What follows belongs to an exercise in optimizing a design on an open flow for a short achievable clock period and few clock cycles; a production flow would make more cautious choices.
Function was checked by simulation only, so behaviour that the tests miss may differ from the original.
Power figures rest on the tool's default switching activity, not on a simulated workload.

**flow/run.sh**
```bash
#!/bin/bash
# synth_recipe.tcl (not shown) runs the flow's synth.tcl, then flattens the netlist and writes it again
# the make line also repeats each setting of config.mk as NAME=value (left out here)
make -C /OpenROAD-flow-scripts/flow DESIGN_CONFIG=/design/flow/config.mk WORK_HOME=/design/flow/orfs CLKGATE_MAP_FILE= SYNTH_SCRIPT=/design/flow/synth_recipe.tcl finish
```
**flow/config.mk**
```make
export PLATFORM = sky130hd
export DESIGN_NAME = tcpu_core
export DESIGN_NICKNAME = tcpu_core
export VERILOG_FILES = /design/flow/design.v
export SDC_FILE = /design/flow/constraint.sdc
export NUM_CORES = 4
export LEC_CHECK = 0
export ABC_CLOCK_PERIOD_IN_PS = 4000
export CAP_MARGIN = 20
export CORE_MARGIN = 2
export CORE_UTILIZATION = 30
export PLACE_DENSITY = 0.45
export SETUP_SLACK_MARGIN = 5
export SLEW_MARGIN = 20
export TNS_END_PERCENT = 10
```
**flow/constraint.sdc**
```tcl
create_clock -name core_clock -period 10.0 [get_ports {clk}]
set_input_delay 2.0000 -clock core_clock [delete_from_list [all_inputs] [get_ports {clk}]]
set_output_delay 2.0000 -clock core_clock [all_outputs]
set_load 0.01 [all_outputs]
```
**flow/design.v**
```verilog
module tcpu_core (
    input  wire        clk,
    input  wire        rst,
    output reg         mem_req,
    output reg         mem_we,
    output reg  [15:0] mem_addr,
    output reg  [7:0]  mem_wdata,
    input  wire        mem_gnt,
    input  wire        mem_rvalid,
    input  wire [7:0]  mem_rdata,
    input  wire        ev_post,
    input  wire [2:0]  ev_kind,
    input  wire [15:0] ev_payload,
    output reg         disk_req,
    output reg         disk_drive,
    output reg         disk_write,
    output reg  [15:0] disk_maddr,
    output reg  [15:0] disk_daddr,
    output reg         halted,
    output reg         waiting,
    output reg  [1:0]  halt_cause,
    input  wire [3:0]  dbg_sel,
    output reg  [15:0] dbg_data
);
    localparam [1:0] HC_NONE = 2'd0, HC_HALT = 2'd1, HC_BADOP = 2'd2, HC_BADDST = 2'd3;
    localparam [2:0] D_OP = 3'd0, D_OB = 3'd1, D_IA0 = 3'd2, D_IA1 = 3'd3,
                     D_IB0 = 3'd4, D_IB1 = 3'd5, D_OF0 = 3'd6, D_OF1 = 3'd7;
    localparam [1:0] T_F = 2'd0,    
                     T_X = 2'd1,    
                     T_D = 2'd2;    
    localparam [2:0] LIMIT = 3'd4;  
    reg  [15:0] x [0:7];    
    reg  [15:0] ipr;        
    reg  [2:0]  ev_k;
    reg  [15:0] ev_p;
    reg         rq_f;       
    reg         rq_x;       
    reg  [1:0]  tq [0:7];   
    reg  [3:0]  tcnt;
    reg  [7:0]  iq [0:3];   
    reg  [2:0]  iq_cnt;
    reg  [2:0]  fcred;      
    reg  [15:0] fl;         
    reg         fl_ex;      
    reg         fhold;      
    reg  [2:0]  dst;        
    reg  [15:0] dptr;       
    reg  [15:0] dp1;        
    reg         dp1_fix;    
    reg         r_asrc, r_bsrc, r_adst;    
    reg  [1:0]  r_lo;
    reg  [2:0]  rem;        
    reg  [15:0] cs;         
    reg  [7:0]  op, ob;
    reg  [15:0] ia, ib, of;
    reg         e_v;
    reg         e_alu, e_not, e_neg, e_pop, e_push, e_jmp, e_call, e_ld, e_st,
                e_jcc, e_disk, e_ret, e_halt, e_wait, e_poll;
    reg  [2:0]  e_sub;      
    reg  [2:0]  e_ra, e_rb;
    reg         e_areg, e_breg;
    reg  [15:0] e_aimm, e_bimm, e_nip;
    reg         e_pt;       
    reg         e_bsreg;    
    reg  [2:0]  e_bsidx;
    reg  [15:0] e_bsimm, e_off;
    reg         e_wck;      
    reg  [10:0] e_lohi, e_lohi1;   
    reg  [1:0]  mu_cnt;     
    reg         mu_we;
    reg  [15:0] mu_addr;    
    reg         mu_nx;      
    reg  [15:0] mu_wd;
    reg         l0_v, l0_word, l0_got, l0_ret;
    reg  [2:0]  l0_dst;
    reg         l1_v, l1_word, l1_ret;
    reg  [2:0]  l1_dst;
    reg  [7:0]  ld_lo;
    reg         sc_v;       
    reg  [15:0] sc_w;       
    reg         sc_word;    
    reg         halting;
    reg         wt;         
    wire [1:0] rtag = tq[0];
    wire resp_f = mem_rvalid & (rtag == T_F);
    wire resp_d = mem_rvalid & (rtag == T_D);
    wire       qhave = (iq_cnt != 3'd0);
    wire [7:0] head  = qhave ? iq[0] : mem_rdata;
    wire       have  = qhave | resp_f;
    wire [7:0]  op_m = (dst == D_OP) ? head : op;
    wire [7:0]  ob_m = (dst == D_OB) ? head : ob;
    wire [15:0] ia_m = {(dst == D_IA1) ? head : ia[15:8], (dst == D_IA0) ? head : ia[7:0]};
    wire [15:0] ib_m = {(dst == D_IB1) ? head : ib[15:8], (dst == D_IB0) ? head : ib[7:0]};
    wire [15:0] of_m = {(dst == D_OF1) ? head : of[15:8], (dst == D_OF0) ? head : of[7:0]};
    wire [3:0] cls = op_m[7:4];
    reg op_legal;
    always @* begin
        case (head[7:4])
            4'h0:    op_legal = (head[3:0] <= 4'd4);
            4'h1:    op_legal = ~head[3];
            4'h2:    op_legal = (head[3:0] <= 4'd5);
            4'h3:    op_legal = (head[1:0] != 2'd3);
            4'h4:    op_legal = (head[3:0] <= 4'd5);
            4'h5:    op_legal = (head[3:2] == 2'd0);
            default: op_legal = 1'b0;
        endcase
    end
    wire is_c0    = (cls == 4'h0);
    wire is_alu   = (cls == 4'h1);
    wire is_not   = (op_m == 8'h20);
    wire is_neg   = (op_m == 8'h21);
    wire is_pop   = (op_m == 8'h22);
    wire is_push  = (op_m == 8'h23);
    wire is_jmp   = (op_m == 8'h24);
    wire is_call  = (op_m == 8'h25);
    wire is_mem   = (cls == 4'h3);
    wire is_load  = is_mem & ~op_m[3];
    wire is_store = is_mem &  op_m[3];
    wire is_jcc   = (cls == 4'h4);
    wire is_disk  = (cls == 4'h5);
    wire is_ret   = (op_m == 8'h01);
    wire is_halt  = (op_m == 8'h02);
    wire is_wait  = (op_m == 8'h03);
    wire is_poll  = (op_m == 8'h04);
    wire a_dst = is_alu | is_not | is_neg | is_pop | is_load;
    wire a_src = is_store | is_jcc | is_disk;
    wire b_src = is_alu | is_push | is_jmp | is_call | is_mem | is_jcc | is_disk;
    wire [3:0] ca = ob_m[7:4];
    wire [3:0] cb = ob_m[3:0];
    wire [1:0] la = !a_src ? 2'd0 : (ca == 4'd13) ? 2'd1 : (ca == 4'd14) ? 2'd2 : 2'd0;
    wire [1:0] lb = !b_src ? 2'd0 : (cb == 4'd13) ? 2'd1 : (cb == 4'd14) ? 2'd2 : 2'd0;
    wire [1:0] lo = is_mem ? op_m[1:0] : 2'd0;
    reg       last_s;
    reg [2:0] dnext;
    always @* begin
        last_s = 1'b0;
        dnext = D_OP;
        case (dst)
            D_OP:  begin last_s = is_c0; dnext = D_OB; end
            D_OB:  begin
                last_s = (la == 2'd0) & (lb == 2'd0) & (lo == 2'd0);
                dnext = (la != 2'd0) ? D_IA0 : (lb != 2'd0) ? D_IB0 : D_OF0;
            end
            D_IA0: begin
                last_s = (la == 2'd1) & (lb == 2'd0) & (lo == 2'd0);
                dnext = (la == 2'd2) ? D_IA1 : (lb != 2'd0) ? D_IB0 : D_OF0;
            end
            D_IA1: begin
                last_s = (lb == 2'd0) & (lo == 2'd0);
                dnext = (lb != 2'd0) ? D_IB0 : D_OF0;
            end
            D_IB0: begin
                last_s = (lb == 2'd1) & (lo == 2'd0);
                dnext = (lb == 2'd2) ? D_IB1 : D_OF0;
            end
            D_IB1: begin
                last_s = (lo == 2'd0);
                dnext = D_OF0;
            end
            D_OF0: begin
                last_s = (lo == 2'd1);
                dnext = D_OF1;
            end
            default: begin
                last_s = 1'b1;
                dnext = D_OP;
            end
        endcase
    end
    reg [15:0] aimm, bimm;
    always @* begin
        case (ca)
            4'd9:  aimm = 16'h0001;
            4'd10: aimm = 16'h0002;
            4'd11: aimm = 16'h0003;
            4'd12: aimm = 16'h0004;
            4'd13: aimm = ia_m;
            4'd14: aimm = ia_m;
            4'd15: aimm = 16'hFFFF;
            default: aimm = 16'h0000;
        endcase
        case (cb)
            4'd9:  bimm = 16'h0001;
            4'd10: bimm = 16'h0002;
            4'd11: bimm = 16'h0003;
            4'd12: bimm = 16'h0004;
            4'd13: bimm = ib_m;
            4'd14: bimm = ib_m;
            4'd15: bimm = 16'hFFFF;
            default: bimm = 16'h0000;
        endcase
    end
    wire [15:0] d_nip = dp1;
    wire h13a = (head[7:4] == 4'd13) | (head[7:4] == 4'd14);
    wire h13b = (head[3:0] == 4'd13) | (head[3:0] == 4'd14);
    wire last = (dst == D_OP) ? (head[7:4] == 4'h0) :
                (dst == D_OB) ? (~(r_asrc & h13a) & ~(r_bsrc & h13b) & (r_lo == 2'd0)) :
                (rem == 3'd1);
    wire        d_bsreg = is_store ? ~ca[3] : is_load ? ~cb[3] : 1'b1;
    wire [2:0]  d_bsidx = is_store ? ca[2:0] : is_load ? cb[2:0] : 3'd7;
    wire [15:0] d_bsimm = is_store ? aimm : bimm;
    wire [15:0] d_off   = is_mem ? of_m : (is_pop | is_ret) ? 16'd2 : 16'd0;
    wire [15:0] d_lo    = is_store ? (dptr - of_m) : is_call ? (bimm - 16'd1) : dptr;
    wire [10:0] d_lohi1 = d_lo[15:5] + 11'd1;
    wire d_pred = cb[3] & (is_jmp | is_call | (is_jcc & (bimm <= dptr)));
    localparam NC = 32;
    reg  [NC-1:0] c_v;
    reg  [15:0] c_tag  [0:NC-1];
    reg  [7:0]  c_op   [0:NC-1];
    reg  [7:0]  c_ob   [0:NC-1];
    reg  [15:0] c_aimm [0:NC-1];
    reg  [15:0] c_bimm [0:NC-1];
    reg  [15:0] c_of   [0:NC-1];
    reg  [15:0] c_nip  [0:NC-1];
    reg         c_pt   [0:NC-1];
    reg  [15:0] c_lo   [0:NC-1];
    wire [4:0]  cidx  = cs[4:0] ^ cs[9:5];      
    reg         lk_v, lk_hit;
    reg         lk_alu, lk_not, lk_neg, lk_pop, lk_push, lk_jmp, lk_call, lk_ld, lk_st,
                lk_jcc, lk_disk, lk_ret, lk_halt, lk_wait, lk_poll;
    reg  [2:0]  lk_sub, lk_ra, lk_rb;
    reg         lk_areg, lk_breg, lk_pt;
    reg  [15:0] lk_aimm, lk_bimm, lk_of, lk_nip;
    reg         lk_bsreg, lk_wck;
    reg  [2:0]  lk_bsidx;
    reg  [15:0] lk_bsimm, lk_off;
    reg  [10:0] lk_lohi, lk_lohi1;
    reg  [15:0] lk_pn;      
    reg  [4:0]  lk_pnx;     
    wire [15:0] h_pn = lk_pn;
    wire [15:0] lka;                               
    wire [4:0]  lidx;
    wire        sel_c;
    wire [4:0]  lidx_ab, ic_x;
    wire [7:0]  h_op = sel_c ? c_op[ic_x] : c_op[lidx_ab];
    wire [7:0]  h_ob = sel_c ? c_ob[ic_x] : c_ob[lidx_ab];
    wire [3:0] h_cls = h_op[7:4];
    wire h_alu  = (h_cls == 4'h1);
    wire h_not  = (h_op == 8'h20);
    wire h_neg  = (h_op == 8'h21);
    wire h_pop  = (h_op == 8'h22);
    wire h_push = (h_op == 8'h23);
    wire h_jmp  = (h_op == 8'h24);
    wire h_call = (h_op == 8'h25);
    wire h_mem  = (h_cls == 4'h3);
    wire h_ld   = h_mem & ~h_op[3];
    wire h_st   = h_mem &  h_op[3];
    wire h_jcc  = (h_cls == 4'h4);
    wire h_disk = (h_cls == 4'h5);
    wire h_ret  = (h_op == 8'h01);
    wire h_halt = (h_op == 8'h02);
    wire h_wait = (h_op == 8'h03);
    wire h_poll = (h_op == 8'h04);
    wire [15:0] h_aimm = sel_c ? c_aimm[ic_x] : c_aimm[lidx_ab];
    wire [15:0] h_bimm = sel_c ? c_bimm[ic_x] : c_bimm[lidx_ab];
    wire [15:0] h_lo   = sel_c ? c_lo[ic_x]   : c_lo[lidx_ab];
    wire [15:0] h_of   = sel_c ? c_of[ic_x]   : c_of[lidx_ab];
    wire [15:0] h_nip  = sel_c ? c_nip[ic_x]  : c_nip[lidx_ab];
    wire        h_pt   = sel_c ? c_pt[ic_x]   : c_pt[lidx_ab];
    reg  [NC-1:0] sc_ovl;
    reg  [15:0]   tdiff;
    integer j;
    always @* begin
        for (j = 0; j < NC; j = j + 1) begin
            tdiff     = sc_w - c_tag[j];
            sc_ovl[j] = (tdiff <= 16'd7) | (tdiff == 16'hFFFF);
        end
    end
    reg  [15:0] e_va, e_vb, e_xbase;
    wire [15:0] xa = e_va;
    wire [15:0] sp = x[7];
    wire [15:0] va = e_va;
    wire [15:0] vb = e_vb;
    reg [15:0] alu;
    always @* begin
        case (e_sub)
            3'd0: alu = xa + vb;
            3'd1: alu = xa - vb;
            3'd2: alu = xa ^ vb;
            3'd3: alu = xa & vb;
            3'd4: alu = xa | vb;
            3'd5: alu = (vb[15:4] != 12'd0) ? 16'h0000 : (xa << vb[3:0]);
            3'd6: alu = (vb[15:4] != 12'd0) ? 16'h0000 : (xa >> vb[3:0]);
            default: begin
                if ($signed(xa) > $signed(vb))      alu = 16'h0001;
                else if ($signed(xa) < $signed(vb)) alu = 16'hFFFF;
                else                                alu = 16'h0000;
            end
        endcase
    end
    wire t_eq = (va == 16'h0000);
    wire t_gt = (va == 16'h0001);
    wire t_lt = (va == 16'hFFFF);
    reg  taken;
    always @* begin
        case (e_sub)
            3'd0: taken = t_eq;
            3'd1: taken = ~t_eq;
            3'd2: taken = t_lt;
            3'd3: taken = t_gt;
            3'd4: taken = t_lt | t_eq;
            default: taken = t_gt | t_eq;
        endcase
    end
    localparam NS = 8;
    reg  [NS-1:0] s_v;
    reg  [15:0] s_addr [0:NS-1];    
    reg  [15:0] s_key  [0:NS-1];    
    reg  [15:0] s_dat  [0:NS-1];
    reg  [2:0]  s_ptr;
    reg  [NS-1:0] s_new;            
    reg  [NS-1:0] s_ovl;            
    reg  [NS-1:0] s_m;
    reg  [15:0]   sdiff;
    reg  [15:0]   s_data;
    integer k;
    always @* begin
        s_data = 16'h0000;
        for (k = 0; k < NS; k = k + 1) begin
            sdiff    = sc_w - s_addr[k];
            s_ovl[k] = (sdiff == 16'h0000) | (sdiff == 16'h0001) | (sc_word & (sdiff == 16'hFFFF));
            s_m[k]   = s_v[k] & (s_key[k] == sp);
            if (s_m[k]) s_data = s_data | s_dat[k];
        end
    end
    wire sb = (e_pop | e_ret) & ~sc_v & (s_m != {NS{1'b0}});
    wire e_memop = e_ld | e_st | e_push | e_pop | e_call | e_ret;
    wire [7:0] pmask = ((l0_v & ~l0_ret) ? (8'd1 << l0_dst) : 8'd0) |
                       ((l1_v & ~l1_ret) ? (8'd1 << l1_dst) : 8'd0);
    wire [7:0] tmask = (8'd1 << e_ra) | (e_breg ? (8'd1 << e_rb) : 8'd0) |
                       ((e_push | e_pop | e_call | e_ret) ? 8'h80 : 8'd0) |
                       ((e_wait | e_poll) ? 8'h03 : 8'd0);
    wire ret_pend = (l0_v & l0_ret) | (l1_v & l1_ret);
    wire ld_full  = l1_v;
    wire haz      = ((pmask & tmask) != 8'd0) | ret_pend | ((e_ld | e_pop | e_ret) & ld_full);
    wire e_go    = e_v & ~haz & (~e_memop | (mu_cnt == 2'd0)) & ~wt & ~halting;
    wire exe     = e_go;
    wire [15:0] sp_p2 = sp + 16'd2;
    wire [15:0] sp_m2 = sp - 16'd2;
    wire [15:0] xbase = e_xbase;
    wire        d_go   = exe & e_memop & ~sb;
    wire        d_we   = e_st | e_push | e_call;
    wire        d_word = e_push | e_call | e_pop | e_ret | e_sub[2];
    wire [15:0] d_addr = xbase + e_off;
    wire [15:0] d_wd   = e_call ? e_nip : vb;
    wire acc    = mem_req & mem_gnt;
    wire acc_rd = acc & ~mem_we;
    wire rfree  = ~mem_req | mem_gnt;      
    wire        sc_now = exe & e_wck & ((xbase[15:5] == e_lohi) | (xbase[15:5] == e_lohi1));
    wire        want   = e_jmp | e_call | (e_jcc & taken);
    wire        x_red  = exe & (e_jmp | e_call | e_jcc) & (want != e_pt);
    wire        l_fin  = resp_d & (l0_got | ~l0_word);
    wire        r_go   = l_fin & l0_ret;
    wire [15:0] r_tgt  = {mem_rdata, ld_lo};
    wire        xflush = x_red | r_go | sc_now | (exe & e_ret);
    wire [15:0] x_tgt  = r_go ? r_tgt : e_ret ? s_data : want ? vb : e_nip;
    wire        kill   = xflush | (exe & e_halt);
    wire        ex_wr_a = exe & (e_alu | e_not | e_neg | (e_pop & sb));
    wire [15:0] ex_wval = e_alu ? alu : e_not ? ~xa : e_neg ? (16'h0000 - xa) : s_data;
    wire        ex_wr_s = exe & (e_pop | e_ret | e_push | e_call);
    wire [15:0] ex_sval = (e_push | e_call) ? sp_m2 : sp_p2;
    wire        ev_wx   = exe & (e_poll | (e_wait & (ev_k != 3'd0)));
    wire        wt_slot = wt & (ev_k != 3'd0);
    wire        wt_post = wt & (ev_k == 3'd0) & ev_post;
    wire        ev_w    = ev_wx | wt_slot | wt_post;
    wire [2:0]  ev_kv   = wt_post ? ev_kind : ev_k;
    wire [15:0] ev_pv   = wt_post ? ev_payload : ev_p;
    wire        ld_w    = l_fin & ~l0_ret;
    wire [15:0] ld_val  = l0_word ? {mem_rdata, ld_lo} : {8'h00, mem_rdata};
    reg  [15:0] fx [0:7];
    integer q;
    always @* begin
        for (q = 0; q < 8; q = q + 1) begin
            if (ex_wr_s & (q == 7))
                fx[q] = ex_sval;
            else if (ev_w & (q == 0))
                fx[q] = {13'd0, ev_kv};
            else if (ev_w & (q == 1))
                fx[q] = ev_pv;
            else if (ld_w & (l0_dst == q[2:0]))
                fx[q] = ld_val;
            else
                fx[q] = x[q];
        end
    end
    wire ex_free  = ~e_v | e_go;
    wire [15:0] cs_d  = sc_w - cs;
    wire        cs_ov = sc_v & ((cs_d <= 16'd7) | (cs_d == 16'hFFFF));
    wire hv       = lk_v & lk_hit;
    wire hit_pre  = hv & ex_free & ~halting & ~fhold & ~cs_ov;
    wire hit_ok   = hit_pre & ~kill;
    wire dec_run  = have & ~halting & ~kill & ~hv;
    wire bad_op   = (dst == D_OP) & ~op_legal;
    wire bad_dst  = (dst == D_OB) & r_adst & head[7];
    wire bad_fire = dec_run & (bad_op | bad_dst) & ~e_v & ~wt;
    wire cons     = dec_run & ~bad_op & ~bad_dst & (~last | ex_free);
    wire issue    = cons & last;
    wire d_red    = issue & d_pred;
    wire        flush  = xflush | d_red | hit_ok;
    wire dec_pre  = have & ~halting & ~hv;
    wire dec_rdy  = dec_pre & ~bad_op & ~bad_dst & last;
    wire iss_pre  = dec_rdy & ex_free;
    wire [4:0]  ia_x = lk_pnx;
    wire [15:0] c_pn = h_pt ? h_bimm : h_nip;
    assign      ic_x = d_nip[4:0] ^ d_nip[9:5];
    wire [4:0]  ib_x = cidx;
    reg  [NC-1:0] eq_a, eq_b, eq_c;
    integer t;
    always @* begin
        for (t = 0; t < NC; t = t + 1) begin
            eq_a[t] = c_v[t] & (c_tag[t] == h_pn)  & ~(sc_v & sc_ovl[t]);
            eq_b[t] = c_v[t] & (c_tag[t] == cs)    & ~(sc_v & sc_ovl[t]);
            eq_c[t] = c_v[t] & (c_tag[t] == d_nip) & ~(sc_v & sc_ovl[t]);
        end
    end
    wire        hit_a = eq_a[ia_x];
    wire        hit_c = eq_c[ic_x];
    wire        hit_b = eq_b[ib_x];
    assign      sel_c = ~hv & dec_rdy;
    assign lka  = hv ? h_pn : sel_c ? d_nip : cs;
    assign lidx_ab = hv ? ia_x : ib_x;
    assign lidx    = sel_c ? ic_x : lidx_ab;
    wire        lk_hold = ~xflush & ~hit_ok & ~issue & (hv | sel_c);
    reg  [4:0]  lk_idx;
    wire        ld_pre  = hit_pre | iss_pre;
    wire [2:0]  sel_a   = hv ? lk_ra : ca[2:0];
    wire [2:0]  sel_b   = hv ? lk_rb : cb[2:0];
    wire [2:0]  sel_s   = hv ? lk_bsidx : d_bsidx;
    wire        n_areg  = hv ? lk_areg : ~ca[3];
    wire        n_breg  = hv ? lk_breg : ~cb[3];
    wire        n_sreg  = hv ? lk_bsreg : d_bsreg;
    wire [15:0] n_aimm  = hv ? lk_aimm : aimm;
    wire [15:0] n_bimm  = hv ? lk_bimm : bimm;
    wire [15:0] n_simm  = hv ? lk_bsimm : d_bsimm;
    wire [15:0] n_va    = ~ld_pre ? (e_areg  ? fx[e_ra]    : e_va) :
                          ~n_areg ? n_aimm : (ex_wr_a & (e_ra == sel_a)) ? ex_wval : fx[sel_a];
    wire [15:0] n_vb    = ~ld_pre ? (e_breg  ? fx[e_rb]    : e_vb) :
                          ~n_breg ? n_bimm : (ex_wr_a & (e_ra == sel_b)) ? ex_wval : fx[sel_b];
    wire [15:0] n_vs    = ~ld_pre ? (e_bsreg ? fx[e_bsidx] : e_xbase) :
                          ~n_sreg ? n_simm : (ex_wr_a & (e_ra == sel_s)) ? ex_wval : fx[sel_s];
    wire [15:0] f_tgt  = xflush ? x_tgt : hit_ok ? h_pn : bimm;
    wire rd_room = (tcnt <= 4'd5);
    wire [2:0]  fcred_c = flush ? 3'd0 : (fcred - {2'd0, cons});
    wire [15:0] fl_p1   = fl + 16'd1;
    wire [15:0] fp_c    = flush ? f_tgt : fl_ex ? fl : fl_p1;
    wire fhold_c = (exe & e_ret & ~sb) ? 1'b1 : r_go ? 1'b0 : fhold;
    wire f_ok    = ~fhold_c & ~halting & ~bad_fire & ~(exe & e_halt) &
                   (fcred_c < LIMIT) & rd_room;
    integer i;
    reg [3:0] tcnt_n;
    reg [1:0] ptag;
    reg [2:0] qn;
    reg       n0_v, n0_word, n0_ret, n1_v;
    reg [2:0] n0_dst;
    always @(posedge clk) begin
        if (rst) begin
            mem_req    <= 1'b0;
            mem_we     <= 1'b0;
            mem_addr   <= 16'h0000;
            mem_wdata  <= 8'h00;
            rq_f       <= 1'b0;
            rq_x       <= 1'b0;
            tcnt       <= 4'd0;
            iq_cnt     <= 3'd0;
            fcred      <= 3'd0;
            fl         <= 16'h0000;
            fl_ex      <= 1'b1;
            fhold      <= 1'b0;
            dst        <= D_OP;
            dptr       <= 16'h0000;
            dp1        <= 16'h0001;
            dp1_fix    <= 1'b0;
            r_asrc     <= 1'b0;
            r_bsrc     <= 1'b0;
            r_adst     <= 1'b0;
            r_lo       <= 2'd0;
            rem        <= 3'd0;
            cs         <= 16'h0000;
            c_v        <= {NC{1'b0}};
            lk_v       <= 1'b0;
            lk_idx     <= 5'd0;
            lk_hit     <= 1'b0;
            op         <= 8'h00;
            ob         <= 8'h00;
            ia         <= 16'h0000;
            ib         <= 16'h0000;
            of         <= 16'h0000;
            e_v        <= 1'b0;
            e_va       <= 16'h0000;
            e_vb       <= 16'h0000;
            e_xbase    <= 16'h0000;
            e_alu      <= 1'b0;
            e_not      <= 1'b0;
            e_neg      <= 1'b0;
            e_pop      <= 1'b0;
            e_push     <= 1'b0;
            e_jmp      <= 1'b0;
            e_call     <= 1'b0;
            e_ld       <= 1'b0;
            e_st       <= 1'b0;
            e_jcc      <= 1'b0;
            e_disk     <= 1'b0;
            e_ret      <= 1'b0;
            e_halt     <= 1'b0;
            e_wait     <= 1'b0;
            e_poll     <= 1'b0;
            e_sub      <= 3'd0;
            e_ra       <= 3'd0;
            e_rb       <= 3'd0;
            e_areg     <= 1'b0;
            e_breg     <= 1'b0;
            e_aimm     <= 16'h0000;
            e_bimm     <= 16'h0000;
            e_nip      <= 16'h0000;
            e_pt       <= 1'b0;
            mu_cnt     <= 2'd0;
            mu_we      <= 1'b0;
            mu_addr    <= 16'h0000;
            mu_nx      <= 1'b0;
            mu_wd      <= 16'h0000;
            l0_v       <= 1'b0;
            l0_word    <= 1'b0;
            l0_got     <= 1'b0;
            l0_ret     <= 1'b0;
            l0_dst     <= 3'd0;
            l1_v       <= 1'b0;
            l1_word    <= 1'b0;
            l1_ret     <= 1'b0;
            l1_dst     <= 3'd0;
            ld_lo      <= 8'h00;
            sc_v       <= 1'b0;
            sc_w       <= 16'h0000;
            sc_word    <= 1'b0;
            s_v        <= {NS{1'b0}};
            s_ptr      <= 3'd0;
            s_new      <= {NS{1'b0}};
            e_bsreg    <= 1'b0;
            e_bsidx    <= 3'd0;
            e_bsimm    <= 16'h0000;
            e_off      <= 16'h0000;
            e_wck      <= 1'b0;
            e_lohi     <= 11'd0;
            e_lohi1    <= 11'd0;
            halting    <= 1'b0;
            wt         <= 1'b0;
            halted     <= 1'b0;
            waiting    <= 1'b0;
            halt_cause <= HC_NONE;
            ipr        <= 16'h0000;
            ev_k       <= 3'd0;
            ev_p       <= 16'h0000;
            disk_req   <= 1'b0;
            disk_drive <= 1'b0;
            disk_write <= 1'b0;
            disk_maddr <= 16'h0000;
            disk_daddr <= 16'h0000;
            for (i = 0; i < 8; i = i + 1) begin
                x[i]  <= 16'h0000;
                tq[i] <= T_F;
            end
            for (i = 0; i < 4; i = i + 1)
                iq[i] <= 8'h00;
        end else begin
            tcnt_n = tcnt;
            if (mem_rvalid) begin
                for (i = 0; i < 7; i = i + 1)
                    tq[i] <= tq[i + 1];
                tcnt_n = tcnt_n - 4'd1;
            end
            if (flush) begin
                for (i = 0; i < 8; i = i + 1)
                    if (tq[i] == T_F) begin
                        if (mem_rvalid) begin
                            if (i > 0) tq[i - 1] <= T_X;
                        end else
                            tq[i] <= T_X;
                    end
            end
            if (acc_rd) begin
                ptag = ~rq_f ? T_D : (rq_x | flush) ? T_X : T_F;
                tq[tcnt_n[2:0]] <= ptag;
                tcnt_n = tcnt_n + 4'd1;
            end
            tcnt <= tcnt_n;
            if (flush) begin
                iq_cnt <= 3'd0;
            end else begin
                qn = iq_cnt;
                if (cons & qhave) begin
                    for (i = 0; i < 3; i = i + 1)
                        iq[i] <= iq[i + 1];
                    qn = qn - 3'd1;
                end
                if (resp_f & ~(cons & ~qhave)) begin
                    iq[qn[1:0]] <= mem_rdata;
                    qn = qn + 3'd1;
                end
                iq_cnt <= qn;
            end
            if (cons) begin
                dptr <= d_nip;
                case (dst)
                    D_OP:  begin
                        op     <= head;
                        r_asrc <= a_src;
                        r_bsrc <= b_src;
                        r_adst <= a_dst;
                        r_lo   <= lo;
                    end
                    D_OB:  ob <= head;
                    D_IA0: ia[7:0]  <= head;
                    D_IA1: ia[15:8] <= head;
                    D_IB0: ib[7:0]  <= head;
                    D_IB1: ib[15:8] <= head;
                    D_OF0: of[7:0]  <= head;
                    default: of[15:8] <= head;
                endcase
                dst <= last ? D_OP : dnext;
                dp1 <= dp1 + 16'd1;
                rem <= (dst == D_OB) ? ({1'b0, la} + {1'b0, lb} + {1'b0, lo}) : (rem - 3'd1);
                if (last) begin
                    cs <= d_nip;
                    ia <= 16'h0000;
                    ib <= 16'h0000;
                    of <= 16'h0000;
                end
            end
            if (flush) begin
                ia   <= 16'h0000;
                ib   <= 16'h0000;
                of   <= 16'h0000;
                dst  <= D_OP;
                dptr <= f_tgt;
                dp1  <= f_tgt;
                cs   <= f_tgt;
            end
            dp1_fix <= flush;
            if (dp1_fix & ~flush)
                dp1 <= dp1 + 16'd1;
            if (hit_ok) begin
                e_v    <= 1'b1;
                e_alu  <= lk_alu;
                e_not  <= lk_not;
                e_neg  <= lk_neg;
                e_pop  <= lk_pop;
                e_push <= lk_push;
                e_jmp  <= lk_jmp;
                e_call <= lk_call;
                e_ld   <= lk_ld;
                e_st   <= lk_st;
                e_jcc  <= lk_jcc;
                e_disk <= lk_disk;
                e_ret  <= lk_ret;
                e_halt <= lk_halt;
                e_wait <= lk_wait;
                e_poll <= lk_poll;
                e_sub  <= lk_sub;
                e_ra   <= lk_ra;
                e_rb   <= lk_rb;
                e_areg <= lk_areg;
                e_breg <= lk_breg;
                e_aimm <= lk_aimm;
                e_bimm <= lk_bimm;
                e_nip  <= lk_nip;
                e_pt   <= lk_pt;
                e_bsreg <= lk_bsreg;
                e_bsidx <= lk_bsidx;
                e_bsimm <= lk_bsimm;
                e_off   <= lk_off;
                e_wck   <= lk_wck;
                e_lohi  <= lk_lohi;
                e_lohi1 <= lk_lohi1;
            end else if (issue) begin
                e_v    <= 1'b1;
                e_alu  <= is_alu;
                e_not  <= is_not;
                e_neg  <= is_neg;
                e_pop  <= is_pop;
                e_push <= is_push;
                e_jmp  <= is_jmp;
                e_call <= is_call;
                e_ld   <= is_load;
                e_st   <= is_store;
                e_jcc  <= is_jcc;
                e_disk <= is_disk;
                e_ret  <= is_ret;
                e_halt <= is_halt;
                e_wait <= is_wait;
                e_poll <= is_poll;
                e_sub  <= op_m[2:0];
                e_ra   <= ca[2:0];
                e_rb   <= cb[2:0];
                e_areg <= ~ca[3];
                e_breg <= ~cb[3];
                e_aimm <= aimm;
                e_bimm <= bimm;
                e_nip  <= d_nip;
                e_pt   <= d_pred;
                e_bsreg <= d_bsreg;
                e_bsidx <= d_bsidx;
                e_bsimm <= d_bsimm;
                e_off   <= d_off;
                e_wck   <= is_store | is_push | (is_call & d_pred);
                e_lohi  <= d_lo[15:5];
                e_lohi1 <= d_lohi1;
            end else if (e_go)
                e_v <= 1'b0;
            if (kill)
                e_v <= 1'b0;
            fhold <= fhold_c;
            lk_v    <= ~xflush & (lk_hold ? lk_v : ~(issue & d_pred));
            lk_hit  <= lk_hold ? (lk_hit & ~(sc_v & sc_ovl[lk_idx])) :
                       (hv ? hit_a : sel_c ? hit_c : hit_b) & ~(iss_pre & (lidx == cidx));
            if (!lk_hold) begin
                lk_idx   <= lidx;
                lk_pn    <= c_pn;
                lk_pnx   <= c_pn[4:0] ^ c_pn[9:5];
                lk_alu  <= h_alu;
                lk_not  <= h_not;
                lk_neg  <= h_neg;
                lk_pop  <= h_pop;
                lk_push <= h_push;
                lk_jmp  <= h_jmp;
                lk_call <= h_call;
                lk_ld   <= h_ld;
                lk_st   <= h_st;
                lk_jcc  <= h_jcc;
                lk_disk <= h_disk;
                lk_ret  <= h_ret;
                lk_halt <= h_halt;
                lk_wait <= h_wait;
                lk_poll <= h_poll;
                lk_sub  <= h_op[2:0];
                lk_ra   <= h_ob[6:4];
                lk_rb   <= h_ob[2:0];
                lk_areg <= ~h_ob[7];
                lk_breg <= ~h_ob[3];
                lk_aimm <= h_aimm;
                lk_bimm <= h_bimm;
                lk_of   <= h_of;
                lk_nip  <= h_nip;
                lk_pt   <= h_pt;
                lk_bsreg <= h_st ? ~h_ob[7] : h_ld ? ~h_ob[3] : 1'b1;
                lk_bsidx <= h_st ? h_ob[6:4] : h_ld ? h_ob[2:0] : 3'd7;
                lk_bsimm <= h_st ? h_aimm : h_bimm;
                lk_off   <= h_mem ? h_of : (h_pop | h_ret) ? 16'd2 : 16'd0;
                lk_wck   <= h_st | h_push | (h_call & h_pt);
                lk_lohi  <= h_lo[15:5];
                lk_lohi1 <= h_lo[15:5] + 11'd1;
            end
            if (sc_v)
                for (i = 0; i < NC; i = i + 1)
                    if (sc_ovl[i]) c_v[i] <= 1'b0;
            if (iss_pre) begin
                c_v[cidx]    <= 1'b1;
                c_tag[cidx]  <= cs;
                c_op[cidx]   <= op_m;
                c_ob[cidx]   <= ob_m;
                c_aimm[cidx] <= aimm;
                c_bimm[cidx] <= bimm;
                c_of[cidx]   <= of_m;
                c_nip[cidx]  <= d_nip;
                c_pt[cidx]   <= d_pred;
                c_lo[cidx]   <= d_lo;
            end
            if (rfree) begin
                if (mu_cnt != 2'd0 && (mu_we || rd_room)) begin
                    mem_req   <= 1'b1;
                    mem_we    <= mu_we;
                    mem_addr  <= mu_addr + {15'd0, mu_nx};
                    mem_wdata <= mu_wd[7:0];
                    rq_f      <= 1'b0;
                    rq_x      <= 1'b0;
                    mu_cnt    <= mu_cnt - 2'd1;
                    mu_nx     <= 1'b1;
                    mu_wd     <= {8'h00, mu_wd[15:8]};
                    fcred     <= fcred_c;
                    fl        <= fp_c;
                    fl_ex     <= 1'b1;
                end else if (mu_cnt == 2'd0 && d_go && (d_we || rd_room)) begin
                    mem_req   <= 1'b1;
                    mem_we    <= d_we;
                    mem_addr  <= d_addr;
                    mem_wdata <= d_wd[7:0];
                    rq_f      <= 1'b0;
                    rq_x      <= 1'b0;
                    mu_cnt    <= {1'b0, d_word};
                    mu_we     <= d_we;
                    mu_addr   <= d_addr;
                    mu_nx     <= 1'b1;
                    mu_wd     <= {8'h00, d_wd[15:8]};
                    fcred     <= fcred_c;
                    fl        <= fp_c;
                    fl_ex     <= 1'b1;
                end else if (mu_cnt == 2'd0 && ~d_go && f_ok) begin
                    mem_req   <= 1'b1;
                    mem_we    <= 1'b0;
                    mem_addr  <= fp_c;
                    mem_wdata <= 8'h00;
                    rq_f      <= 1'b1;
                    rq_x      <= 1'b0;
                    fcred     <= fcred_c + 3'd1;
                    fl        <= fp_c;
                    fl_ex     <= 1'b0;
                end else begin
                    mem_req   <= 1'b0;
                    mem_we    <= 1'b0;
                    rq_f      <= 1'b0;
                    rq_x      <= 1'b0;
                    fcred     <= fcred_c;
                    fl        <= fp_c;
                    fl_ex     <= 1'b1;
                    if (d_go) begin
                        mu_cnt  <= d_word ? 2'd2 : 2'd1;
                        mu_we   <= d_we;
                        mu_addr <= d_addr;
                        mu_nx   <= 1'b0;
                        mu_wd   <= d_wd;
                    end
                end
            end else begin
                if (flush & rq_f) rq_x <= 1'b1;
                fcred <= fcred_c;
                fl    <= fp_c;
                fl_ex <= 1'b1;
                if (d_go) begin
                    mu_cnt  <= d_word ? 2'd2 : 2'd1;
                    mu_we   <= d_we;
                    mu_addr <= d_addr;
                    mu_nx   <= 1'b0;
                    mu_wd   <= d_wd;
                end
            end
            sc_v    <= d_go & d_we;
            sc_w    <= d_addr;
            sc_word <= d_word;
            if (sc_v)
                for (i = 0; i < NS; i = i + 1)
                    if (s_ovl[i] & ~s_new[i]) s_v[i] <= 1'b0;
            s_new <= {NS{1'b0}};
            if (exe & (e_push | e_call)) begin
                s_v[s_ptr]    <= 1'b1;
                s_addr[s_ptr] <= sp;
                s_key[s_ptr]  <= sp_m2;
                s_dat[s_ptr]  <= d_wd;
                s_new[s_ptr]  <= 1'b1;
                s_ptr         <= s_ptr + 3'd1;
            end
            if (resp_d & ~l_fin) begin
                ld_lo  <= mem_rdata;
                l0_got <= 1'b1;
            end
            for (i = 0; i < 8; i = i + 1)
                x[i] <= (ex_wr_a & (e_ra == i)) ? ex_wval : fx[i];
            e_va    <= n_va;
            e_vb    <= n_vb;
            e_xbase <= n_vs;
            n0_v = l0_v; n0_word = l0_word; n0_ret = l0_ret; n0_dst = l0_dst;
            n1_v = l1_v;
            if (l_fin) begin
                n0_v = l1_v; n0_word = l1_word; n0_ret = l1_ret; n0_dst = l1_dst;
                n1_v = 1'b0;
                l0_got <= 1'b0;
            end
            if (d_go & ~d_we) begin
                if (!n0_v) begin
                    n0_v = 1'b1; n0_word = d_word; n0_ret = e_ret; n0_dst = e_ra;
                    l0_got <= 1'b0;
                end else begin
                    n1_v = 1'b1;
                    l1_word <= d_word;
                    l1_ret  <= e_ret;
                    l1_dst  <= e_ra;
                end
            end
            l0_v <= n0_v; l0_word <= n0_word; l0_ret <= n0_ret; l0_dst <= n0_dst;
            l1_v <= n1_v;
            disk_req <= exe & e_disk;
            if (exe & e_disk) begin
                disk_drive <= e_sub[0];
                disk_write <= e_sub[1];
                disk_maddr <= va;
                disk_daddr <= vb;
            end
            if (exe) begin
                ipr <= e_ret ? s_data : want ? vb : e_nip;
                if (e_halt) begin
                    halting    <= 1'b1;
                    halt_cause <= HC_HALT;
                end
            end
            if (r_go)
                ipr <= r_tgt;
            if (bad_fire) begin
                halting    <= 1'b1;
                halt_cause <= bad_op ? HC_BADOP : HC_BADDST;
                ipr        <= cs;
            end
            halted <= halting & (mu_cnt == 2'd0) & ~l0_v & ~(mem_req & mem_we & ~mem_gnt);
            if (exe & (e_poll | (e_wait & (ev_k != 3'd0)))) begin
                ev_k <= 3'd0;
                ev_p <= 16'h0000;
            end
            if (exe & e_wait & (ev_k == 3'd0)) begin
                wt      <= 1'b1;
                waiting <= 1'b1;
            end
            if (wt) begin
                if (ev_k != 3'd0) begin
                    ev_k <= 3'd0;
                    ev_p <= 16'h0000;
                    wt      <= 1'b0;
                    waiting <= 1'b0;
                end else if (ev_post) begin
                    wt      <= 1'b0;
                    waiting <= 1'b0;
                end
            end
            if (ev_post & ~(wt & (ev_k == 3'd0))) begin
                ev_k <= ev_kind;
                ev_p <= ev_payload;
            end
        end
    end
    integer m;
    always @* begin
        dbg_data = ({16{dbg_sel == 4'd8}} & ipr);
        for (m = 0; m < 8; m = m + 1)
            dbg_data = dbg_data | ({16{dbg_sel == m[3:0]}} & x[m]);
    end
endmodule
```
==> results of run 1 <==
[worst max-delay path, cell delays in order, from the launching register on]
cell and delay [ns]:
dfxtp_4 0.50, buf_4 0.30, buf_12 0.20, buf_4 0.22, ha_1 0.25, o21ai_0 0.12
o21bai_1 0.20, o31ai_2 0.15, o41ai_1 0.64, xor2_1 0.20, nor4_1 0.44, nor4bb_1 0.40
a2111oi_0 0.15, nor3_2 0.50, o32ai_1 0.24, a2111oi_4 0.41, a311oi_1 0.14, or4_1 0.53
a22o_1 0.23
[state kept, by name (all words and copies together) (netlist names), 120 cells and up]
name / flops
c_aimm: 512
c_bimm: 512
c_nip: 512
c_of: 512
c_tag: 512
c_lo: 352
c_ob: 256
c_op: 256
s_addr: 128
s_dat: 128
x: 128
s_key: 120
[cells in the mapped netlist (418+ instances only)]
master    instances  area share (%)
edfxtp_1       4035              44
mux4_2         1661              14
nor2_1         1534             2.1
nand2_1        1264             1.7
a21oi_1        1206             2.2
xnor2_1        1145             3.6
xor2_1         1043             3.3
inv_1          1020             1.4
clkbuf_1       1007             1.4
o21ai_0         761             1.4
ha_1            745             3.4
dfxtp_1         652             4.7
a211oi_1        548             1.5
nor3_1          471            0.85
mux2i_1         427             1.5
nand3_1         418            0.76
[worst min path at each step]
stage	start	end	slack [ns]
after floorplan	of[10]	of[10]	0.43
after global placement	ob[0]	ob[0]	0.45
after detailed placement	ob[6]	ob[6]	0.45
after CTS	ob[6]	ob[6]	0.46
after global routing	op[2]	op[2]	0.49
final	ob[6]	ob[6]	0.46
[metal layers]
| metal | part of all wire [%] | track usage (%) | vias up | routed length [um] |
|---|---|---|---|---|
| met5 | 0.024 | 0 | - | 317 |
| met4 | 5.4 | 12.1 | 52 | 72000 |
| met3 | 9.4 | 5.74 | 2599 | 125000 |
| met2 | 44 | 42.7 | 12300 | 591000 |
| met1 | 41 | 37.6 | 114000 | 548000 |
| li1 | - | - | 89700 | - |
[metrics by stage]
| step | util [%] | hold WS [ns] | cells | instance area, um2 | TNS, ns |
|---|---|---|---|---|---|
| global route | 35.7 | 0.489 | 36100 | 327000 | 0 |
| floorplan | - | 0.433 | 22700 | 277000 | 0 |
| global placement | 32.3 | 0.445 | 34500 | 296000 | -0.0317 |
| CTS | 35.3 | 0.458 | 35900 | 324000 | 0 |
| finish | 35.7 | 0.457 | 36100 | 327000 | 0 |
| detailed placement | 32.4 | 0.449 | 34500 | 297000 | 0 |
[kinds of logic after synthesis]
logic type | count (synthesis)
and+or+nand+nor | 5610
AOI/OAI and AO/OA | 4774
adders and majority gates | 798
xor gates and xnor gates | 2190
buffers and inverters | 2481
DFF | 4687
muxes | 2173
[layout make-up]
type	instances	share of cell area (%)
Antenna cell	50	0.0382
Clock buffer	730	4.64
Timing Repair inverter	1	0.00229
Inverter	1035	1.21
Timing Repair Buffer	1545	5.30
Sequential cell	4687	41.1
Multi-Input combinational cell	15600	42.1
Clock inverter	291	0.943
Tap cell	12200	4.67
[timing repair]
action,4_1_cts,5_1_grt
gates cloned,63,23
buffers inserted,358,93
endpoints found under the setup margin,5188,2277
pin swaps,145,173
resized for setup,902,462
[where the power goes]
group / internal (mW) / switching [mW] / total [mW]
sequential: 22.4 / 1.12 / 23.5
clock: 11.8 / 9.03 / 20.8
combinational: 10.1 / 17.2 / 27.3
total: 44.2 / 27.3 / 71.5
==> out/qor.yml, run 1 <==
clock_tree:
  cts_sinks: 4687
  cts_buffers: 562
  cts.htree.levels: 6
  tritoncts: "done"
  clk_path_buf_depth: 4
  clk_pin_slew_ns: 0.06
  holdBufCountCts: 0
  clock_latency_ns: 1.19
  cts-root-buf: "clkbuf_16"
critical_path:
  crit_required_ns: 11.04
  cp-startpoint: "sc_w[5]"
  crit_arrival_ns: 7.04
  timing.rr.end: "lk_hit"
  r2r_setup_slack_ns: 4.01
  path_max_fanout: 8
  cp-endpoint: "lk_hit"
  worstSetupEndpointType: "register"
  start_kind: "register"
  r2r-start: "sc_w[5]"
  r2r_cells: 18
  crit_type: "register to register"
synth:
  synthArstFlopShare_pct: 0
  synth_top_family_by_area: "multiplexers"
  syn_nets: 23500
  ys_seq_area_share_pct: 48.7
  synthMuxAreaShare_pct: 15.5
  syn-instance-count: 22700
  synth_edf_count: 4035
  synthXorXnorAreaFrac_pct: 6.96
  ys_types: 117
  yosysWarnings: 3
  synth-seq-cells: 4687
  synth_simple_gate_area_share_pct: 10.0
  synth_top_flop_cell: "edfxtp_1"
  syn_area_um2: 276000
  synthAdderAreaFrac_pct: 3.74
  synth.avg_cell_area_um2: 12.1
  synth_compound_area_share_pct: 11.6
routing:
  postRouteAntennaNets: 0
  avgRoutedWirePerCell_um: 37.0
  drt_iter0_drc: 29200
  wirelength_mm: 1340
  dr_total_vias: 219000
  drt-pass1-iter-count: 8
  via_per_inst: 6.06
  drc: 0
floorplan:
  start_util_pct: 30.1
  dieArea_um2: 927000
  core_area_um2: 917000
  top_level_ports: 117
  rows: 352
  die_h_um: 963
  die_w_um: 963
sta:
  period_share_pct: 59.9
  clock.fmax_mhz: 167
  skew_ns: 0.0882
  rsz0062_at_grt: "yes"
  fin_ws_ns: 4.01
  final_hold_viol_count: 0
  maxSlewViolCount: 0
  final.min_clock_period_ns: 5.99
  setup_viol: 0
  max_slew_margin_pct: 9.99
  tightest_slew_ns: 1.35
global_route:
  grt_pass1_vias: 209000
  grt_pass1_wl_mm: 1800
  antenna_found_initial: 118
  grt_overflow: 0
  grt_max_degree: 126
  track_usage_pct: 27.7
cells_and_area:
  drive_gt1_share_pct: 21.4
  syn2layout_area_growth_pct: 18.7
  seqCellArea_um2: 134000
  multi_input_area_um2: 138000
  nets: 24200
  layout_common_cells: "edfxtp_1, mux4_2, nor2_1, nand2_1, xnor2_1"
  fillers: 88900
  final_common_cell: "edfxtp_1"
power:
  p_leak_nw: 113
  p_total_mw: 71.5
  peakVddDrop_uv: 207
  power.density_nw_per_um2: 219
worst_hold_path:
  min_path_type: "register to register"
  holdPathStages: 2
flow_run:
  maxCapViolCount: 0
place:
  place_ws_ns: 1.18
  io_buffers: 116
  gp_congestion: 0.981
  dp_hpwl_mm: 875
run_status:
  status: "complete, no violations"
Testbench counts, summed over its fixed seeds: cycles 111,854.
==> inputs of run 2 (changes only) <==
--- a/flow/design.v
+++ b/flow/design.v
@@ -30,3 +30,3 @@
                      T_D = 2'd2;    
-    localparam [2:0] LIMIT = 3'd4;  
+    localparam [2:0] LIMIT = 3'd2;  
     reg  [15:0] x [0:7];    
@@ -39,3 +39,3 @@
     reg  [3:0]  tcnt;
-    reg  [7:0]  iq [0:3];   
+    reg  [7:0]  iq [0:1];   
     reg  [2:0]  iq_cnt;
@@ -410,12 +410,19 @@
         for (t = 0; t < NC; t = t + 1) begin
-            eq_a[t] = c_v[t] & (c_tag[t] == h_pn)  & ~(sc_v & sc_ovl[t]);
-            eq_b[t] = c_v[t] & (c_tag[t] == cs)    & ~(sc_v & sc_ovl[t]);
-            eq_c[t] = c_v[t] & (c_tag[t] == d_nip) & ~(sc_v & sc_ovl[t]);
+            eq_a[t] = c_v[t] & (c_tag[t] == h_pn);
+            eq_b[t] = c_v[t] & (c_tag[t] == cs);
+            eq_c[t] = c_v[t] & (c_tag[t] == d_nip);
         end
     end
-    wire        hit_a = eq_a[ia_x];
-    wire        hit_c = eq_c[ic_x];
-    wire        hit_b = eq_b[ib_x];
+    wire [15:0] od_a  = sc_w - h_pn;
+    wire [15:0] od_c  = sc_w - d_nip;
+    wire        ov_a  = sc_v & ((od_a <= 16'd7) | (od_a == 16'hFFFF));
+    wire        ov_c  = sc_v & ((od_c <= 16'd7) | (od_c == 16'hFFFF));
+    wire        hit_a = eq_a[ia_x] & ~ov_a;
+    wire        hit_c = eq_c[ic_x] & ~ov_c;
+    wire        hit_b = eq_b[ib_x] & ~cs_ov;
     assign      sel_c = ~hv & dec_rdy;
     assign lka  = hv ? h_pn : sel_c ? d_nip : cs;
+    reg  [15:0] lk_a;                             
+    wire [15:0] od_k  = sc_w - lk_a;
+    wire        lk_ov = sc_v & ((od_k <= 16'd7) | (od_k == 16'hFFFF));
     assign lidx_ab = hv ? ia_x : ib_x;
@@ -560,4 +567,4 @@
             end
-            for (i = 0; i < 4; i = i + 1)
-                iq[i] <= 8'h00;
+            iq[0] <= 8'h00;
+            iq[1] <= 8'h00;
         end else begin
@@ -589,4 +596,3 @@
                 if (cons & qhave) begin
-                    for (i = 0; i < 3; i = i + 1)
-                        iq[i] <= iq[i + 1];
+                    iq[0] <= iq[1];
                     qn = qn - 3'd1;
@@ -594,3 +600,3 @@
                 if (resp_f & ~(cons & ~qhave)) begin
-                    iq[qn[1:0]] <= mem_rdata;
+                    iq[qn[0]] <= mem_rdata;
                     qn = qn + 3'd1;
@@ -711,3 +717,3 @@
             lk_v    <= ~xflush & (lk_hold ? lk_v : ~(issue & d_pred));
-            lk_hit  <= lk_hold ? (lk_hit & ~(sc_v & sc_ovl[lk_idx])) :
+            lk_hit  <= lk_hold ? (lk_hit & ~lk_ov) :
                        (hv ? hit_a : sel_c ? hit_c : hit_b) & ~(iss_pre & (lidx == cidx));
@@ -715,2 +721,3 @@
                 lk_idx   <= lidx;
+                lk_a     <= lka;
                 lk_pn    <= c_pn;
@@ -924,7 +931,15 @@
     end
+    reg  [15:0] dx [0:7];
+    reg  [15:0] dip;
+    integer qq;
+    always @(posedge clk) begin
+        for (qq = 0; qq < 8; qq = qq + 1)
+            dx[qq] <= x[qq];
+        dip <= ipr;
+    end
     integer m;
     always @* begin
-        dbg_data = ({16{dbg_sel == 4'd8}} & ipr);
+        dbg_data = ({16{dbg_sel == 4'd8}} & dip);
         for (m = 0; m < 8; m = m + 1)
-            dbg_data = dbg_data | ({16{dbg_sel == m[3:0]}} & x[m]);
+            dbg_data = dbg_data | ({16{dbg_sel == m[3:0]}} & dx[m]);
     end
--- a/flow/config.mk
+++ b/flow/config.mk
@@ -8,6 +8,6 @@
 export ABC_CLOCK_PERIOD_IN_PS = 4000
-export CAP_MARGIN = 20
+export CAP_MARGIN = 30
 export CORE_MARGIN = 2
-export CORE_UTILIZATION = 30
-export PLACE_DENSITY = 0.45
+export CORE_UTILIZATION = 35
+export PLACE_DENSITY = 0.5
 export SETUP_SLACK_MARGIN = 5
==> out/qor.yml, run 2 <==
sta:
  maxSlewViolCount: 0
  max_slew_margin_pct: 18.8
  skew_ns: 0.0971
  rsz0062_at_grt: "yes"
  final_hold_viol_count: 0
  hold_slack_ns: 0.330
  clock.fmax_mhz: 183
  tns_ns: 0
  period_share_pct: 54.6
  tightest_slew_ns: 1.22
  final.min_clock_period_ns: 5.46
  setup_viol: 0
floorplan:
  start_util_pct: 35.1
  top_level_ports: 117
  core_area_um2: 782000
  die_h_um: 890
  dieArea_um2: 791000
  rows: 325
  die_w_um: 890
power:
  power_frac_comb_pct: 33.1
  power.density_nw_per_um2: 207
  clkPwrFrac_pct: 31.3
  peakVddDrop_uv: 214
  p_int_mw: 42.6
  p_switching_mw: 23.5
  power_frac_seq_pct: 35.5
  switching_share_pct: 35.6
  p_leak_nw: 109
clock_tree:
  clk_pin_slew_ns: 0.06
  cts_sinks: 4826
  cts-root-buf: "clkbuf_16"
  clk_path_buf_depth: 4
  holdBufCountCts: 0
  tritoncts: "done"
  clock_latency_ns: 1.16
  cts_buffers: 561
  cts.htree.levels: 6
synth:
  yosys-top-cells-count: "edfxtp_1, mux4_2, xnor2_1"
  syn_area_um2: 275000
  syn_nets: 22900
  synth_top_cells_by_area: "edfxtp_1, mux4_2, dfxtp_1, xnor2_1, ha_1"
  synth_top_cell_area_share_pct: 44.1
  syn-instance-count: 22000
  synthArstFlopShare_pct: 0
  synth_top_area_cell: "edfxtp_1"
  ys_seq_area_share_pct: 49.9
  synth.avg_cell_area_um2: 12.5
  synth_top_flop_cell: "edfxtp_1"
  synth.most_common_cell: "edfxtp_1"
  ys_types: 115
  synth-seq-cells: 4826
  yosysWarnings: 4
  synth_edf_count: 4035
worst_hold_path:
  min_path_type: "register to register"
critical_path:
  path_max_fanout: 8
  worstSetupEndpointType: "primary output"
  crit_required_ns: 8.00
  start_kind: "input pin"
  crit_arrival_ns: 3.46
  crit_type: "input pin to primary output"
routing:
  wirelength_mm: 1200
  drt-met1-wl_mm: 474
  dr_total_vias: 211000
  highest_layer: "met5"
  postRouteAntennaNets: 0
  drt_iter0_drc: 31500
  routed-wl-met3_mm: 133
  wl_met2_mm: 520
  avgRoutedWirePerCell_um: 35.8
  via_per_inst: 6.27
  drc: 0
  drt-pass1-iter-count: 10
global_route:
  grt_pass1_wl_mm: 1630
  track_usage_pct: 29.1
  grt_overflow: 0
  grt_max_degree: 121
  grt_pass1_vias: 200000
  antenna_found_initial: 92
place:
  dp_hpwl_mm: 759
  place_area_um2: 292000
  placedCellCount: 32100
  gp_congestion: 1.00
  io_buffers: 116
cells_and_area:
  syn2layout_area_growth_pct: 16.5
  instances_no_fill: 33600
  drive_gt1_share_pct: 20.0
  nets: 23500
  final_common_cell: "edfxtp_1"
  final_cell_area_um2: 320000
  layout_common_cells: "edfxtp_1, mux4_2, xnor2_1, nand2_1, nor2_1"
run_status:
  status: "complete, no violations"
flow_run:
  maxCapViolCount: 0
==> run 2: changes by cell type after synthesis, moves of 110 or more <==
cell | previous run | this run
xnor2_1 | 1145 | 1576
clkbuf_1 | 1007 | 755
xor2_1 | 1043 | 802
a21oi_1 | 1206 | 989
o21ai_0 | 761 | 553
nand2_1 | 1264 | 1467
dfxtp_1 | 652 | 791
nor2_1 | 1534 | 1397
buf_2 | 208 | 318
==> run 2: critical path: stages <==
cell and delay (ns):
buf_12 0.08, nand2b_4 0.18, nor2_4 0.09, buf_12 0.16, a22o_4 0.29, a221oi_4 0.26, nand3_2 0.20, buf_6 0.18
==> run 2: final cells by class <==
type,count,area (um2)
clock inverter,317,3280
clock buffer,698,14900
timing repair inverter,2,17.5
multi-input combinational,14800,132000
tap,10500,13100
fill,72900,463000
inverter,1048,4010
timing repair buffer,1366,15100
antenna,32,80.1
sequential,4826,137000
==> run 2: logic make-up after synthesis <==
group | after synthesis | share of synthesized area [%]
AND/OR/NAND/NOR | 5486 | 9.65
XOR/XNOR | 2379 | 7.59
flip-flops | 4826 | 49.9
buffers and inverters | 2392 | 3.54
AO/OA/AOI/OAI | 3906 | 9.60
adder cells (fa/ha/maj) | 841 | 3.96
multiplexers | 2203 | 15.7
==> run 2: worst paths after layout <==
check	startpoint	to	slack, ns	cells past startpoint
worst max-delay path	dbg_sel[3]	dbg_data[7]	4.54	8
worst min-delay path	x[1][9]	dx[1][9]	0.33	0
worst max register to register	iq_cnt[0]	tq[4][1]	4.64	30
worst min register to register	x[1][9]	dx[1][9]	0.33	0
==> run 2: power by group through the flow <==
stage                     combinational, mW  sequential, mW  clock [mW]
final                                  21.9            23.5        20.7
after floorplan                        12.7            23.4           0
after global placement                 19.5            23.9           0
after CTS                              20.9            23.4        20.9
after detailed placement               19.6            23.9           0
after global routing                   22.8            23.4        21.7
==> run 2: per-layer routing <==
layer	up-vias	track usage, %
li1	86200	-
met1	108000	39.4
met2	13500	43.8
met3	2822	6.88
met4	44	14.3
met5	-	0
==> run 2: stage by stage <==
| stage | utilization (%) | setup slack, ns | power [mW] |
|---|---|---|---|
| final | 40.9 | 4.54 | 66.1 |
| after global placement | 37.3 | 0.711 | 43.4 |
| after global routing | 40.9 | 4.47 | 67.9 |
| after CTS | 40.5 | 4.56 | 65.3 |
| after detailed placement | 37.4 | 0.703 | 43.5 |
| after floorplan | - | 3.10 | 36.1 |
==> run 2: repair_timing <==
action / 4_1_cts / 5_1_grt
pin swaps: 195 / 82
resized for setup: 728 / 357
gates cloned: 44 / 18
setup endpoints to repair: 5405 / 2391
setup buffers: 248 / 93
Testbench counts of run 2, summed over its fixed seeds: cycles 111,873.
==> inputs of run 3 (changes only) <==
--- a/flow/design.v
+++ b/flow/design.v
@@ -396,2 +396,3 @@
     wire cons     = dec_run & ~bad_op & ~bad_dst & (~last | ex_free);
+    wire cons_nk  = have & ~halting & ~hv & ~bad_op & ~bad_dst & (~last | ex_free);
     wire issue    = cons & last;
@@ -449,3 +450,3 @@
     wire rd_room = (tcnt <= 4'd5);
-    wire [2:0]  fcred_c = flush ? 3'd0 : (fcred - {2'd0, cons});
+    wire [2:0]  fcred_c = flush ? 3'd0 : (fcred - {2'd0, cons_nk});
     wire [15:0] fl_p1   = fl + 16'd1;
@@ -595,3 +596,3 @@
                 qn = iq_cnt;
-                if (cons & qhave) begin
+                if (cons_nk & qhave) begin
                     iq[0] <= iq[1];
@@ -599,3 +600,3 @@
                 end
-                if (resp_f & ~(cons & ~qhave)) begin
+                if (resp_f & ~(cons_nk & ~qhave)) begin
                     iq[qn[0]] <= mem_rdata;
@@ -605,3 +606,3 @@
             end
-            if (cons) begin
+            if (cons_nk) begin
                 dptr <= d_nip;
==> out/qor.yml, run 3 <==
run_status:
  status: "complete, no violations"
flow_run:
  maxCapViolCount: 0
cells_and_area:
  nets: 23700
  syn2layout_area_growth_pct: 15.0
  final_util_pct: 40.3
  final_cell_area_um2: 320000
  drive_gt1_share_pct: 18.8
  instances_no_fill: 33900
  layout_common_cells: "edfxtp_1, mux4_2, xnor2_1, nand2_1, nor2_1"
  final_common_cell: "edfxtp_1"
routing:
  via_per_inst: 6.33
  postRouteAntennaNets: 0
  drt-pass1-iter-count: 7
  dr_total_vias: 214000
  wirelength_mm: 1240
  avgRoutedWirePerCell_um: 36.7
  drc: 0
  drt_iter0_drc: 31600
synth:
  synth_top_cells_by_area: "edfxtp_1, mux4_2, dfxtp_1, xnor2_1, ha_1"
  synth_top_area_cell: "edfxtp_1"
  synthAdderAreaFrac_pct: 3.93
  synth_top_flop_cell: "edfxtp_1"
  synthMuxAreaShare_pct: 15.8
  synthArstFlopShare_pct: 0
  synth_top_cell_area_share_pct: 43.6
  synth_simple_gate_area_share_pct: 9.73
  synth_edf_count: 4035
  syn_nets: 23200
  synthXorXnorAreaFrac_pct: 7.31
  ys_seq_area_share_pct: 49.3
  ys_types: 128
  yosys-top-cells-count: "edfxtp_1, mux4_2, xnor2_1"
  yosysWarnings: 4
  syn_area_um2: 278000
  synth-seq-cells: 4826
  synth_compound_area_share_pct: 10.3
  synth.avg_cell_area_um2: 12.5
  synth.most_common_cell: "edfxtp_1"
  syn-instance-count: 22300
  synth_top_family_by_area: "multiplexers"
clock_tree:
  clk_pin_slew_ns: 0.08
  cts.htree.levels: 6
  clk_path_buf_depth: 4
  holdBufCountCts: 0
  clock_latency_ns: 1.14
  cts_sinks: 4826
  tritoncts: "done"
  cts-root-buf: "clkbuf_16"
  cts_buffers: 562
place:
  place_ws_ns: 1.42
  gp_congestion: 0.998
  io_buffers: 116
  place_area_um2: 296000
  placedCellCount: 32500
  dp_hpwl_mm: 795
power:
  peakVddDrop_uv: 413
  p_total_mw: 82.5
  power.density_nw_per_um2: 258
  p_leak_nw: 108
global_route:
  antenna_found_initial: 109
  grt_max_degree: 149
  grt_pass1_vias: 202000
  track_usage_pct: 29.8
  grt_pass1_wl_mm: 1690
  grt_overflow: 0
sta:
  setup_viol: 0
  max_slew_margin_pct: 16.8
  hold_slack_ns: 0.320
  maxSlewViolCount: 0
  skew_ns: 0.0652
  tightest_slew_ns: 1.25
  final.min_clock_period_ns: 5.79
  rsz0062_at_grt: "yes"
  fin_ws_ns: 4.21
  tns_ns: 0
  period_share_pct: 57.9
  final_hold_viol_count: 0
  clock.fmax_mhz: 173
floorplan:
  top_level_ports: 117
  dieArea_um2: 801000
  die_w_um: 895
  start_util_pct: 35.1
  core_area_um2: 792000
  die_h_um: 895
  rows: 327
critical_path:
  start_kind: "input pin"
  crit_type: "input pin to primary output"
  crit_arrival_ns: 3.79
  crit_required_ns: 8.00
  worstSetupEndpointType: "primary output"
  path_max_fanout: 6
worst_hold_path:
  min_path_type: "register to register"
==> run 3: cell count changes after synthesis, sizes merged, moves of 53 or more <==
cell	previous run	this run
xor2	802	855
o21ai	595	713
nor2	1401	1238
nor3	490	545
nand2	1469	1348
nand4	380	447
a31oi	181	120
clkbuf	757	679
xnor2	1577	1461
a211oi	467	410
mux2i	445	498
nand3	471	550
a21oi	993	1151
buf	587	653
==> run 3: layout make-up <==
cell class                 count  area (um2)
inverter                    1034        3950
sequential                  4826      137000
multi-input combinational  15100      133000
clock inverter               287        3030
antenna                       43         108
fill                       74300      473000
timing repair buffer        1294       13600
timing repair inverter         3        25.0
clock buffer                 718       15200
tap                        10500       13200
==> run 3: per-layer routing <==
| layer | vias to the layer above | track usage, % | routed length, um |
|---|---|---|---|
| met4 | 30 | 13.2 | 66400 |
| li1 | 87600 | - | - |
| met5 | - | 0 | 242 |
| met2 | 13800 | 44.8 | 541000 |
| met1 | 110000 | 41.3 | 502000 |
| met3 | 2494 | 6.74 | 134000 |
==> run 3: path summary, 6_finish.rpt <==
| kind | start | endpoint | slack [ns] | cells past startpoint |
|---|---|---|---|---|
| setup reg to reg | dp1[5] | lk_hit | 4.69 | 14 |
| setup / recovery | dbg_sel[2] | dbg_data[6] | 4.21 | 7 |
| hold / removal | x[2][12] | dx[2][12] | 0.32 | 0 |
| hold reg to reg | x[2][12] | dx[2][12] | 0.32 | 0 |
==> run 3: cells by family (layout without fill, tap and decap cells) <==
family | count (synthesis) | after routing
other | 0 | 43
buffers and inverters | 2366 | 3336
DFF | 4826 | 4826
and+or+nand+nor | 5442 | 5445
AOI/OAI and AO/OA | 4272 | 4274
muxes | 2255 | 2255
adders and majority gates | 846 | 846
xor gates and xnor gates | 2316 | 2316
==> run 3: worst max-delay path, stage by stage <==
cell	delay [ns]
buf_12	0.12
nand2b_4	0.10
nor2_4	0.06
buf_12	0.13
a222oi_1	0.85
nand3_1	0.29
buf_2	0.23
==> run 3: timing repair <==
item	4_1_cts	5_1_grt
cloned	29	4
resized for setup	431	162
endpoints found under the setup margin	5027	3479
setup buffers	200	50
pin swaps	87	32
==> run 3: where the power goes <==
group          internal, mW  switching, mW
Sequential             23.4           1.19
Clock                  11.9           8.90
Combinational          12.9           24.2
Total                  48.2           34.3
Testbench counts of run 3, summed over its fixed seeds: cycles 111,873.

static timing again, ports no longer ideal:
How much do the figures lean on ideal ports? The routed layouts below were timed once more, with nothing changed but the port constraints. Step 1 (the two cells are an assumption about what drives the block):
set clk [get_ports {clk}]
set_driving_cell -lib_cell sky130_fd_sc_hd__clkbuf_16 $clk
set_driving_cell -lib_cell sky130_fd_sc_hd__buf_2 [delete_from_list [all_inputs] $clk]
Step 2, shift: input delay + t, output delay - t, t = (earliest + latest rising clock arrival at the registers) / 2. This alone moves slack from input paths to output paths. Three values: ideal ports, drivers, drivers and shift; two values: the first two.
| run | t (ns) | setup slack, ns | worst hold slack (ns) | pins driven straight from the clock port |
|---|---|---|---|---|
| run 1 | 1.284 | 4.006 / 4.006 / 3.173 | 0.457 / 0.457 / 0.457 | 1 |
| run 2 | 1.250 | 4.544 / 4.471 / 3.366 | 0.330 / 0.330 / 0.330 | 1 |
| run 3 | 1.241 | 4.211 / 4.143 / 3.507 | 0.320 / 0.320 / 0.320 | 1 |
After both steps every run listed still meets setup and hold. For run 2, which loses most, drivers alone change the setup slack by -0.073 ns; drivers and shift together by -1.178 ns.
